Source: an optimization exercise on an open RTL-to-GDS flow (aim: small area, a short achievable clock period and few clock cycles). Production flows keep margins and buffers that such runs may drop.
At most, simulation tests tie the RTL to the original design; equivalence was not proved.

==> inputs of v15 <==
==> flow/design.v <==
module dani_deframer (
    input  wire         clk,
    input  wire         rst,            
    input  wire         cfg_proto,      
    input  wire [3:0]   cfg_ctrl_hi,    
    input  wire [7:0]   cfg_sq_code,    
    input  wire [27:0]  cfg_rsplen,     
    input  wire         in_valid,
    input  wire [7:0]   in_data,
    output wire         in_ready,
    output wire         out_valid,
    input  wire         out_ready,
    output wire [4:0]   out_len,        
    output wire [143:0] out_frame,      
    output wire [15:0]  out_drops       
);
    localparam BUFN = 18;
    reg              proto_q;
    reg              pn_q;      
    localparam [8*BUFN-1:0] INV = {{(8*BUFN-24){1'b1}}, 24'd0};
    reg [8*BUFN-1:0] bufs_q;
    wire [8*BUFN-1:0] buf_q = bufs_q ^ INV;
    reg [4:0]        cnt_q;     
    reg              in_rdy_q;  
    reg [15:0]       drops_q;   
    reg              drop_q;    
    reg              taken_q;   
    reg              chk_q;     
    reg              ok_q;      
    reg              ov_q;      
    reg [4:0]        skip_q;    
    reg              sof0_q;    
    reg [BUFN-1:4]   omn_q;     
    reg              hd_drop;   
    reg              hd_cand;   
    reg [3:0]        hd_v;      
    reg  [BUFN-1:4]  hd_lt;     
    integer j;
    always @(*)
        for (j = 4; j < BUFN; j = j + 1)
            hd_lt[j] = pn_q ? ({1'b0, hd_v} >= j - 4) : ({1'b0, hd_v} >= j - 3);
    integer i;
    function [5:0] hdr_dec;     
        input [7:0] x0, x1, x2;
        input [1:0] p;
        reg         start, hdr, plaus;
        reg  [3:0]  n;
        begin
            if (!proto_q) begin
                start = (x0 == 8'hAA);
                hdr   = (p >= 2'd2);
                plaus = (x1[7:4] == cfg_ctrl_hi) && (x1[3:0] != 4'd0) && (x1[3:0] <= 4'd9);
                n     = x1[3:0];
            end else begin
                start = (x0[7:1] == 7'b1111101);
                hdr   = (p == 2'd3);
                plaus = 1'b1;
                n     = 4'd0;
                if (!x0[0]) begin
                    case (x2)
                        8'hF6: n = 4'd3;
                        8'hF3: n = 4'd1;
                        8'h83: n = 4'd2;
                        8'h9B: n = 4'd1;
                        8'h96: n = 4'd8;
                        8'h97: n = 4'd8;
                        default: begin
                            if (x2 != cfg_sq_code) plaus = 1'b0;
                        end
                    endcase
                end else begin
                    case (x2)
                        8'hF6: n = cfg_rsplen[3:0];
                        8'hF3: n = cfg_rsplen[7:4];
                        8'h83: n = cfg_rsplen[11:8];
                        8'h9B: n = cfg_rsplen[15:12];
                        8'h96: n = cfg_rsplen[19:16];
                        8'h97: n = cfg_rsplen[23:20];
                        default: n = (x2 == cfg_sq_code) ? cfg_rsplen[27:24] : 4'hF;
                    endcase
                    plaus = (n != 4'hF);
                end
            end
            hdr_dec = {((p != 2'd0) && !start) || (start && hdr && !plaus),
                       start && hdr && plaus, n};
        end
    endfunction
    wire [BUFN-1:0] lt_t = {hd_lt, 4'b1111};      
    reg  [BUFN-1:0] at_chk, at_eof;               
    reg  [7:0]      term [0:BUFN];
    reg  [7:0]      chk;
    reg             eof_ok;
    always @(*) begin
        chk    = 8'h00;
        eof_ok = 1'b0;
        for (i = 0; i < BUFN; i = i + 1) begin
            at_chk[i] = (i >= 3) && ({1'b0, hd_v} == i - 3);
            at_eof[i] = (i >= 4) && ({1'b0, hd_v} == i - 4);
            if (at_chk[i])
                chk = chk | buf_q[8*i +: 8];
            if (at_eof[i] && buf_q[8*i +: 8] == 8'h55)
                eof_ok = 1'b1;
            term[i] = lt_t[i] ? buf_q[8*i +: 8] : 8'h00;
        end
        term[0] = {1'b1, !pn_q, 1'b1, !pn_q, 1'b1, 1'b0, 1'b1, pn_q || buf_q[0]};
        if (pn_q) begin
            term[1] = 8'h00;
            term[3] = 8'h00;
        end
        term[BUFN] = ~{chk[6:0], 1'b0};
    end
    function [15:0] csa;        
        input [7:0] a, b, c;
        begin
            csa = {((a & b) | (a & c) | (b & c)) << 1, a ^ b ^ c};
        end
    endfunction
    wire [15:0] s1_0 = csa(term[0],  term[1],  term[2]);
    wire [15:0] s1_1 = csa(term[3],  term[4],  term[5]);
    wire [15:0] s1_2 = csa(term[6],  term[7],  term[8]);
    wire [15:0] s1_3 = csa(term[9],  term[10], term[11]);
    wire [15:0] s1_4 = csa(term[12], term[13], term[14]);
    wire [15:0] s1_5 = csa(term[15], term[16], term[17]);
    wire [15:0] s2_0 = csa(s1_0[7:0], s1_0[15:8], s1_1[7:0]);
    wire [15:0] s2_1 = csa(s1_1[15:8], s1_2[7:0], s1_2[15:8]);
    wire [15:0] s2_2 = csa(s1_3[7:0], s1_3[15:8], s1_4[7:0]);
    wire [15:0] s2_3 = csa(s1_4[15:8], s1_5[7:0], s1_5[15:8]);
    wire [15:0] s3_0 = csa(s2_0[7:0], s2_0[15:8], s2_1[7:0]);
    wire [15:0] s3_1 = csa(s2_1[15:8], s2_2[7:0], s2_2[15:8]);
    wire [15:0] s3_2 = csa(s2_3[7:0], s2_3[15:8], term[BUFN]);
    wire [15:0] s4_0 = csa(s3_0[7:0], s3_0[15:8], s3_1[7:0]);
    wire [15:0] s4_1 = csa(s3_1[15:8], s3_2[7:0], s3_2[15:8]);
    wire [15:0] s5_0 = csa(s4_0[7:0], s4_0[15:8], s4_1[7:0]);
    wire [15:0] s6_0 = csa(s5_0[7:0], s5_0[15:8], s4_1[15:8]);
    wire sum_ok = ((s6_0[7:0] ^ s6_0[15:8]) == 8'hFF);
    wire win_ok = sum_ok && (proto_q || (eof_ok && buf_q[31:27] == 5'd0));
    wire       fail_now = chk_q && !ok_q;
    assign     out_valid = (chk_q && ok_q) || ov_q;
    wire       skipping = (skip_q[4:1] != 4'd0) && !fail_now;
    wire [4:0] hd_t     = {1'b0, hd_v} + (proto_q ? 5'd4 : 5'd5);    
    wire       complete = (cnt_q >= hd_t);
    wire       check    = !skipping && hd_cand && complete;
    wire       rm_rdy   = skipping && out_valid;
    wire       rm_now   = skipping ? !out_valid : (hd_drop || (hd_cand && complete));
    wire       remove   = rm_now || (rm_rdy && out_ready);
    assign in_ready = in_rdy_q;
    wire   accept   = in_valid && in_rdy_q;
    wire [1:0] p0 = (cnt_q > 5'd2) ? 2'd3 : cnt_q[1:0];
    wire [1:0] p1 = (cnt_q > 5'd3) ? 2'd3 : (cnt_q == 5'd0) ? 2'd0 : cnt_q[1:0] - 2'd1;
    wire [5:0] dec0 = hdr_dec(buf_q[7:0],  buf_q[15:8],  buf_q[23:16], p0);
    wire [5:0] dec1 = hdr_dec(buf_q[15:8], buf_q[23:16], buf_q[31:24], p1);
    wire [5:0] dec  = (rm_now || rm_rdy) ? dec1 : dec0;
    reg [BUFN-1:0] ld_in, en;
    always @(*) begin
        for (i = 0; i < BUFN; i = i + 1) begin
            ld_in[i] = (i + 1 >= cnt_q);
            en[i]    = (rm_now || (i >= cnt_q)) || (rm_rdy && out_ready);
        end
    end
    assign out_frame[7:0] = {1'b1, proto_q, 1'b1, proto_q, 1'b1, 1'b0, 1'b1, sof0_q};
    genvar g;
    generate
        for (g = 1; g < 4; g = g + 1) begin : g_out_lo
            assign out_frame[8*g +: 8] = bufs_q[8*(g-1) +: 8];
        end
        for (g = 4; g < BUFN; g = g + 1) begin : g_out
            assign out_frame[8*g +: 8] = ~(bufs_q[8*(g-1) +: 8] | {8{omn_q[g]}});
        end
    endgenerate
    assign out_len   = skip_q;
    assign out_drops = drops_q;
    always @(posedge clk) begin
        proto_q  <= cfg_proto;
        pn_q     <= !cfg_proto;
        for (i = 0; i < BUFN; i = i + 1)
            if (en[i])
                bufs_q[8*i +: 8] <= ((ld_in[i] || i == BUFN - 1) ? in_data : buf_q[8*((i+1)%BUFN) +: 8]) ^ INV[8*i +: 8];
        hd_v  <= dec[3:0];
        if (!out_valid) omn_q <= ~hd_lt;
        if (check) sof0_q <= buf_q[0];
        if (rst) begin
            cnt_q     <= 5'd0;
            in_rdy_q  <= 1'b1;
            drops_q   <= 16'd0;
            drop_q    <= 1'b0;
            taken_q   <= 1'b0;
            skip_q    <= 5'd0;
            chk_q     <= 1'b0;
            ov_q      <= 1'b0;
            hd_drop   <= 1'b0;
            hd_cand   <= 1'b0;
        end else begin
            cnt_q    <= cnt_q + {{4{remove && !accept}}, remove ^ accept};
            in_rdy_q <= !(((cnt_q == BUFN[4:0]) || (cnt_q == BUFN[4:0] - 5'd1 && accept)) && !remove);
            hd_drop <= dec[5];
            hd_cand <= dec[4];
            if (skipping) begin
                if (rm_now || out_ready) skip_q <= skip_q - 5'd1;
            end else if (check) begin
                skip_q <= hd_t;
            end else begin
                skip_q <= 5'd0;
            end
            chk_q <= check;
            ok_q  <= win_ok;
            drop_q <= !skipping && hd_drop;
            if (drop_q || fail_now) begin
                if (drops_q != 16'hFFFF) drops_q <= drops_q + 16'd1;
            end else if (taken_q) begin
                drops_q <= 16'd0;
            end
            taken_q <= out_valid && out_ready;
            ov_q    <= out_valid && !out_ready;
        end
    end
endmodule
==> flow/flow/run.sh <==
#!/bin/bash
# Standard layout, except that the port buffers are the small
# sky130_fd_sc_hd__buf_1 instead of the cell buffer_ports picks by itself.
set -euo pipefail
export BUFFER_PORTS_ARGS="-buffer_cell sky130_fd_sc_hd__buf_1"
bash standard.sh > standard.log 2>&1
==> flow/standard.sh <==
#!/bin/bash
# synth_recipe.tcl (not shown) runs the flow's synth.tcl, then flattens the netlist and writes it again
# the make line also repeats each setting of config.mk as NAME=value (left out here)
make -C /OpenROAD-flow-scripts/flow DESIGN_CONFIG=/design/flow/config.mk WORK_HOME=/design/flow/orfs CLKGATE_MAP_FILE= SYNTH_SCRIPT=/design/flow/synth_recipe.tcl "${@:-finish}"
==> flow/config.mk <==
export PLATFORM = sky130hd
export DESIGN_NAME = dani_deframer
export DESIGN_NICKNAME = dani_deframer
export VERILOG_FILES = /design/flow/design.v
export SDC_FILE = /design/flow/constraint.sdc
export NUM_CORES = 4
export LEC_CHECK = 0
export CAP_MARGIN = 20
export CELL_PAD_IN_SITES_DETAIL_PLACEMENT = 2
export CELL_PAD_IN_SITES_GLOBAL_PLACEMENT = 2
export CORE_MARGIN = 2
export CORE_UTILIZATION = 30
export CTS_CLUSTER_DIAMETER = 120
export CTS_CLUSTER_SIZE = 26
export PLACE_DENSITY = 0.5
export SLEW_MARGIN = 50
==> flow/constraint.sdc <==
create_clock -name core_clock -period 28.0 [get_ports {clk}]
set_input_delay 5.6000 -clock core_clock [delete_from_list [all_inputs] [get_ports {clk}]]
set_output_delay 5.6000 -clock core_clock [all_outputs]
set_load 0.01 [all_outputs]
==> v14 (differences from v15) <==
--- a/flow/design.v
+++ b/flow/design.v
@@ -19,2 +19,3 @@
     reg              pn_q;      
+    reg [7:0]        sq_q;
     localparam [8*BUFN-1:0] INV = {{(8*BUFN-24){1'b1}}, 24'd0};
@@ -67,3 +68,3 @@
                         default: begin
-                            if (x2 != cfg_sq_code) plaus = 1'b0;
+                            if (x2 != sq_q) plaus = 1'b0;
                         end
@@ -78,3 +79,3 @@
                         8'h97: n = cfg_rsplen[23:20];
-                        default: n = (x2 == cfg_sq_code) ? cfg_rsplen[27:24] : 4'hF;
+                        default: n = (x2 == sq_q) ? cfg_rsplen[27:24] : 4'hF;
                     endcase
@@ -146,2 +147,4 @@
     assign in_ready = in_rdy_q;
+    wire [4:0] cnt_p1 = cnt_q + 5'd1;
+    wire [4:0] cnt_m1 = cnt_q - 5'd1;
     wire   accept   = in_valid && in_rdy_q;
@@ -174,2 +177,3 @@
         pn_q     <= !cfg_proto;
+        sq_q     <= cfg_sq_code;
         for (i = 0; i < BUFN; i = i + 1)
@@ -180,2 +184,3 @@
         if (check) sof0_q <= buf_q[0];
+        ok_q <= win_ok;
         if (rst) begin
@@ -192,3 +197,3 @@
         end else begin
-            cnt_q    <= cnt_q + {{4{remove && !accept}}, remove ^ accept};
+            cnt_q    <= remove ? (accept ? cnt_q : cnt_m1) : (accept ? cnt_p1 : cnt_q);
             in_rdy_q <= !(((cnt_q == BUFN[4:0]) || (cnt_q == BUFN[4:0] - 5'd1 && accept)) && !remove);
@@ -204,3 +209,2 @@
             chk_q <= check;
-            ok_q  <= win_ok;
             drop_q <= !skipping && hd_drop;
- CORE_UTILIZATION: 30 -> 38
- CTS_CLUSTER_DIAMETER: 120 -> default
- CTS_CLUSTER_SIZE: 26 -> default
- PLACE_DENSITY: 0.5 -> 0.55
==> v9 (differences from v15) <==
==> flow/design.v, changed modules only <==
module dani_deframer (
    input  wire         clk,
    input  wire         rst,            
    input  wire         cfg_proto,      
    input  wire [3:0]   cfg_ctrl_hi,    
    input  wire [7:0]   cfg_sq_code,    
    input  wire [27:0]  cfg_rsplen,     
    input  wire         in_valid,
    input  wire [7:0]   in_data,
    output wire         in_ready,
    output reg          out_valid,
    input  wire         out_ready,
    output wire [4:0]   out_len,        
    output wire [143:0] out_frame,      
    output wire [15:0]  out_drops       
);
    localparam BUFN = 18;
    reg              proto_q;
    reg [7:0]        sq_q;
    reg [8*BUFN-1:0] bufn_q;    
    wire [8*BUFN-1:0] buf_q = ~bufn_q;
    reg [BUFN-1:0]   occ_q;     
    reg [15:0]       drops_q;   
    reg              drop_q;    
    reg              taken_q;   
    reg [4:0]        skip_q;    
    reg              sof0_q;    
    reg [BUFN-1:4]   omn_q;     
    reg              hd_drop;   
    reg              hd_cand;   
    reg [3:0]        hd_v;      
    reg [BUFN-1:4]   hd_ltn;    
    wire [BUFN-1:4]  hd_lt = ~hd_ltn;
    integer i;
    function [5:0] hdr_dec;     
        input [7:0] x0, x1, x2;
        input [1:0] p;
        reg         start, hdr, plaus;
        reg  [3:0]  n;
        begin
            if (!proto_q) begin
                start = (x0 == 8'hAA);
                hdr   = (p >= 2'd2);
                plaus = (x1[7:4] == cfg_ctrl_hi) && (x1[3:0] != 4'd0) && (x1[3:0] <= 4'd9);
                n     = x1[3:0];
            end else begin
                start = (x0[7:1] == 7'b1111101);
                hdr   = (p == 2'd3);
                plaus = 1'b1;
                n     = 4'd0;
                if (!x0[0]) begin
                    case (x2)
                        8'hF6: n = 4'd3;
                        8'hF3: n = 4'd1;
                        8'h83: n = 4'd2;
                        8'h9B: n = 4'd1;
                        8'h96: n = 4'd8;
                        8'h97: n = 4'd8;
                        default: begin
                            if (x2 != sq_q) plaus = 1'b0;
                        end
                    endcase
                end else begin
                    case (x2)
                        8'hF6: n = cfg_rsplen[3:0];
                        8'hF3: n = cfg_rsplen[7:4];
                        8'h83: n = cfg_rsplen[11:8];
                        8'h9B: n = cfg_rsplen[15:12];
                        8'h96: n = cfg_rsplen[19:16];
                        8'h97: n = cfg_rsplen[23:20];
                        default: n = (x2 == sq_q) ? cfg_rsplen[27:24] : 4'hF;
                    endcase
                    plaus = (n != 4'hF);
                end
            end
            hdr_dec = {((p != 2'd0) && !start) || (start && hdr && !plaus),
                       start && hdr && plaus, n};
        end
    endfunction
    wire [BUFN-1:0] lt_t = {hd_lt, 4'b1111};      
    reg  [BUFN-1:0] at_chk, at_eof;               
    reg  [7:0]      term [0:BUFN];
    reg  [7:0]      chk;
    reg             eof_ok;
    always @(*) begin
        chk    = 8'h00;
        eof_ok = 1'b0;
        for (i = 0; i < BUFN; i = i + 1) begin
            at_eof[i] = lt_t[i] && (i == BUFN - 1 || !lt_t[i+1]);
            at_chk[i] = proto_q ? at_eof[i] : (i < BUFN - 1 && lt_t[i+1] && (i == BUFN - 2 || !lt_t[i+2]));
            if (at_chk[i])
                chk = chk | buf_q[8*i +: 8];
            if (at_eof[i] && buf_q[8*i +: 8] == 8'h55)
                eof_ok = 1'b1;
            term[i] = lt_t[i] ? buf_q[8*i +: 8] : 8'h00;
        end
        term[0] = {1'b1, proto_q, 1'b1, proto_q, 1'b1, 1'b0, 1'b1, !proto_q || buf_q[0]};
        if (!proto_q) begin
            term[1] = 8'h00;
            term[3] = 8'h00;
        end
        term[BUFN] = ~{chk[6:0], 1'b0};
    end
    function [15:0] csa;        
        input [7:0] a, b, c;
        begin
            csa = {((a & b) | (a & c) | (b & c)) << 1, a ^ b ^ c};
        end
    endfunction
    wire [15:0] s1_0 = csa(term[0],  term[1],  term[2]);
    wire [15:0] s1_1 = csa(term[3],  term[4],  term[5]);
    wire [15:0] s1_2 = csa(term[6],  term[7],  term[8]);
    wire [15:0] s1_3 = csa(term[9],  term[10], term[11]);
    wire [15:0] s1_4 = csa(term[12], term[13], term[14]);
    wire [15:0] s1_5 = csa(term[15], term[16], term[17]);
    wire [15:0] s2_0 = csa(s1_0[7:0], s1_0[15:8], s1_1[7:0]);
    wire [15:0] s2_1 = csa(s1_1[15:8], s1_2[7:0], s1_2[15:8]);
    wire [15:0] s2_2 = csa(s1_3[7:0], s1_3[15:8], s1_4[7:0]);
    wire [15:0] s2_3 = csa(s1_4[15:8], s1_5[7:0], s1_5[15:8]);
    wire [15:0] s3_0 = csa(s2_0[7:0], s2_0[15:8], s2_1[7:0]);
    wire [15:0] s3_1 = csa(s2_1[15:8], s2_2[7:0], s2_2[15:8]);
    wire [15:0] s3_2 = csa(s2_3[7:0], s2_3[15:8], term[BUFN]);
    wire [15:0] s4_0 = csa(s3_0[7:0], s3_0[15:8], s3_1[7:0]);
    wire [15:0] s4_1 = csa(s3_1[15:8], s3_2[7:0], s3_2[15:8]);
    wire [15:0] s5_0 = csa(s4_0[7:0], s4_0[15:8], s4_1[7:0]);
    wire [15:0] s6_0 = csa(s5_0[7:0], s5_0[15:8], s4_1[15:8]);
    wire sum_ok = ((s6_0[7:0] ^ s6_0[15:8]) == 8'hFF);
    wire win_ok = sum_ok && (proto_q || (eof_ok && buf_q[31:27] == 5'd0));
    wire       skipping = (skip_q[4:1] != 4'd0);
    wire [4:0] hd_t     = {1'b0, hd_v} + (proto_q ? 5'd4 : 5'd5);    
    wire       complete = occ_q[3] && ((hd_lt & ~occ_q[BUFN-1:4]) == {(BUFN-4){1'b0}});
    wire       check    = !skipping && hd_cand && complete;
    wire       do_emit  = check && win_ok;
    wire       do_drop  = (!skipping && hd_drop) || (check && !win_ok);
    wire       rm_rdy   = skipping && out_valid;
    wire       rm_now   = skipping ? !out_valid : (hd_drop || (hd_cand && complete));
    wire       remove   = rm_now || (rm_rdy && out_ready);
    assign in_ready = !occ_q[BUFN-1];
    wire   accept   = in_valid && !occ_q[BUFN-1];
    wire [1:0] p0 = occ_q[2] ? 2'd3 : occ_q[1] ? 2'd2 : occ_q[0] ? 2'd1 : 2'd0;
    wire [1:0] p1 = occ_q[3] ? 2'd3 : occ_q[2] ? 2'd2 : occ_q[1] ? 2'd1 : 2'd0;
    wire [5:0] dec0 = hdr_dec(buf_q[7:0],  buf_q[15:8],  buf_q[23:16], p0);
    wire [5:0] dec1 = hdr_dec(buf_q[15:8], buf_q[23:16], buf_q[31:24], p1);
    wire [5:0] dec  = (rm_now || rm_rdy) ? dec1 : dec0;
    reg [BUFN-1:4] dec_lt;
    always @(*)
        for (i = 4; i < BUFN; i = i + 1)
            dec_lt[i] = proto_q ? ({1'b0, dec[3:0]} >= i - 3) : ({1'b0, dec[3:0]} >= i - 4);
    reg [BUFN-1:0] ld_in, en;
    always @(*) begin
        for (i = 0; i < BUFN; i = i + 1) begin
            ld_in[i] = (i == BUFN - 1) || !occ_q[(i + 1) % BUFN];
            en[i]    = (rm_now || !occ_q[i]) || (rm_rdy && out_ready);
        end
    end
    assign out_frame[7:0] = {1'b1, proto_q, 1'b1, proto_q, 1'b1, 1'b0, 1'b1, sof0_q};
    genvar g;
    generate
        for (g = 1; g < 4; g = g + 1) begin : g_out_lo
            assign out_frame[8*g +: 8] = buf_q[8*(g-1) +: 8];
        end
        for (g = 4; g < BUFN; g = g + 1) begin : g_out
            assign out_frame[8*g +: 8] = ~(bufn_q[8*(g-1) +: 8] | {8{omn_q[g]}});
        end
    endgenerate
    assign out_len   = skip_q;
    assign out_drops = drops_q;
    always @(posedge clk) begin
        proto_q  <= cfg_proto;
        sq_q     <= cfg_sq_code;
        for (i = 0; i < BUFN; i = i + 1)
            if (en[i])
                bufn_q[8*i +: 8] <= (ld_in[i] || i == BUFN - 1) ? ~in_data : bufn_q[8*(i+1) +: 8];
        hd_v  <= dec[3:0];
        hd_ltn <= ~dec_lt;
        if (!out_valid) omn_q <= hd_ltn;
        if (do_emit) sof0_q <= buf_q[0];
        if (rst) begin
            occ_q     <= {BUFN{1'b0}};
            drops_q   <= 16'd0;
            drop_q    <= 1'b0;
            taken_q   <= 1'b0;
            skip_q    <= 5'd0;
            out_valid <= 1'b0;
            hd_drop   <= 1'b0;
            hd_cand   <= 1'b0;
        end else begin
            if (accept)
                occ_q <= remove ? occ_q : {occ_q[BUFN-2:0], 1'b1};
            else
                occ_q <= remove ? {1'b0, occ_q[BUFN-1:1]} : occ_q;
            hd_drop <= dec[5];
            hd_cand <= dec[4];
            if (skipping) begin
                if (rm_now || out_ready) skip_q <= skip_q - 5'd1;
            end else if (do_emit) begin
                skip_q <= hd_t;
            end
            drop_q <= do_drop;
            if (drop_q) begin
                if (drops_q != 16'hFFFF) drops_q <= drops_q + 16'd1;
            end else if (taken_q) begin
                drops_q <= 16'd0;
            end
            taken_q <= out_valid && out_ready;
            if (do_emit)
                out_valid <= 1'b1;
            else if (out_ready)
                out_valid <= 1'b0;
        end
    end
endmodule
- CTS_CLUSTER_DIAMETER: 120 -> default
- CTS_CLUSTER_SIZE: 26 -> default
- SLEW_MARGIN: 50 -> 20
==> results.py <==
metrics = {
    "outcome": {
        "run_status": "finished clean",
    },
    "global_routing": {
        "grt_antenna_before_repair": 2,
        "largest_net_degree_at_the_start_of_global_routing": 40,
    },
    "final_layout": {
        "final_layout_size_suffix_gt1_share_pct": 8.87,
        "register_area_um2": 5590,
    },
    "critical_path": {
        "critical-path-top-cell-by-count": "inv_1",
    },
    "sta": {
        "post-route-worst-setup-slack_ns": 20.11,
    },
    "yosys": {
        "yosys_warnings": 2,
    },
}
the above is filed under v15

==> results.py <==
metrics = {
    "outcome": {
        "run_status": "finished clean",
    },
    "global_routing": {
        "largest_net_degree_at_the_start_of_global_routing": 51,
    },
    "final_layout": {
        "register_area_um2": 5740,
    },
    "clock_tree": {
        "insertion_delay_ns": 0.56,
    },
    "sta": {
        "post-route-worst-setup-slack_ns": 20.72,
    },
    "yosys": {
        "yosys_warnings": 2,
    },
}
the above is filed under v14

==> results.py <==
metrics = {
    "outcome": {
        "run_status": "finished clean",
    },
    "final_layout": {
        "largest_register_ffs": 144,
        "final_layout_size_suffix_gt1_share_pct": 12.1,
    },
    "sta": {
        "finalHoldWorstSlack_ns": 0.496,
        "final.period_utilization_pct": 28.4,
        "post-route-worst-setup-slack_ns": 20.04,
    },
    "placement": {
        "pre_cts_ws_ns": 19.50,
    },
    "critical_path": {
        "critical-path-top-cell-by-count": "a211oi_1",
    },
    "global_routing": {
        "largest_net_degree_at_the_start_of_global_routing": 34,
        "wire_length_of_the_first_global_routing_pass_mm": 106,
    },
    "clock_tree": {
        "tritoncts": "built",
    },
    "yosys": {
        "yosys_warnings": 7,
    },
}
the above is filed under v9

Testbench counts of v14, summed over its fixed seeds: cycles 32,298.
For v15 and v9, only the layout was checked, not whether the RTL still works.

re-timing with driven ports:
The flow's constraints put no driver on any port. The routed layouts listed below were extracted and timed again, unchanged, in two steps.
Step 1 assumes that a clkbuf_16 drives the clock port and a buf_2 every other input.
Step 2 also shifts input and output timing later by t, the mid clock arrival at the registers, as if the neighbouring blocks saw the same clock.
Three values: ideal ports, drivers, drivers and shift; two values: the first two.
run	t, ns	setup slack, ns	latest minus earliest clock arrival (ns)
v15	0.562	20.106 / 20.148 / 19.586	0.014 / 0.013
v14	0.613	20.717 / 20.657 / 20.400	0.018 / 0.019
v9	0.647	20.043 / 20.081 / 19.434	0.014 / 0.014
After both steps setup and hold are still met in every run listed. For v9, which loses most, drivers alone change the setup slack by +0.038 ns; drivers and shift together by -0.609 ns.
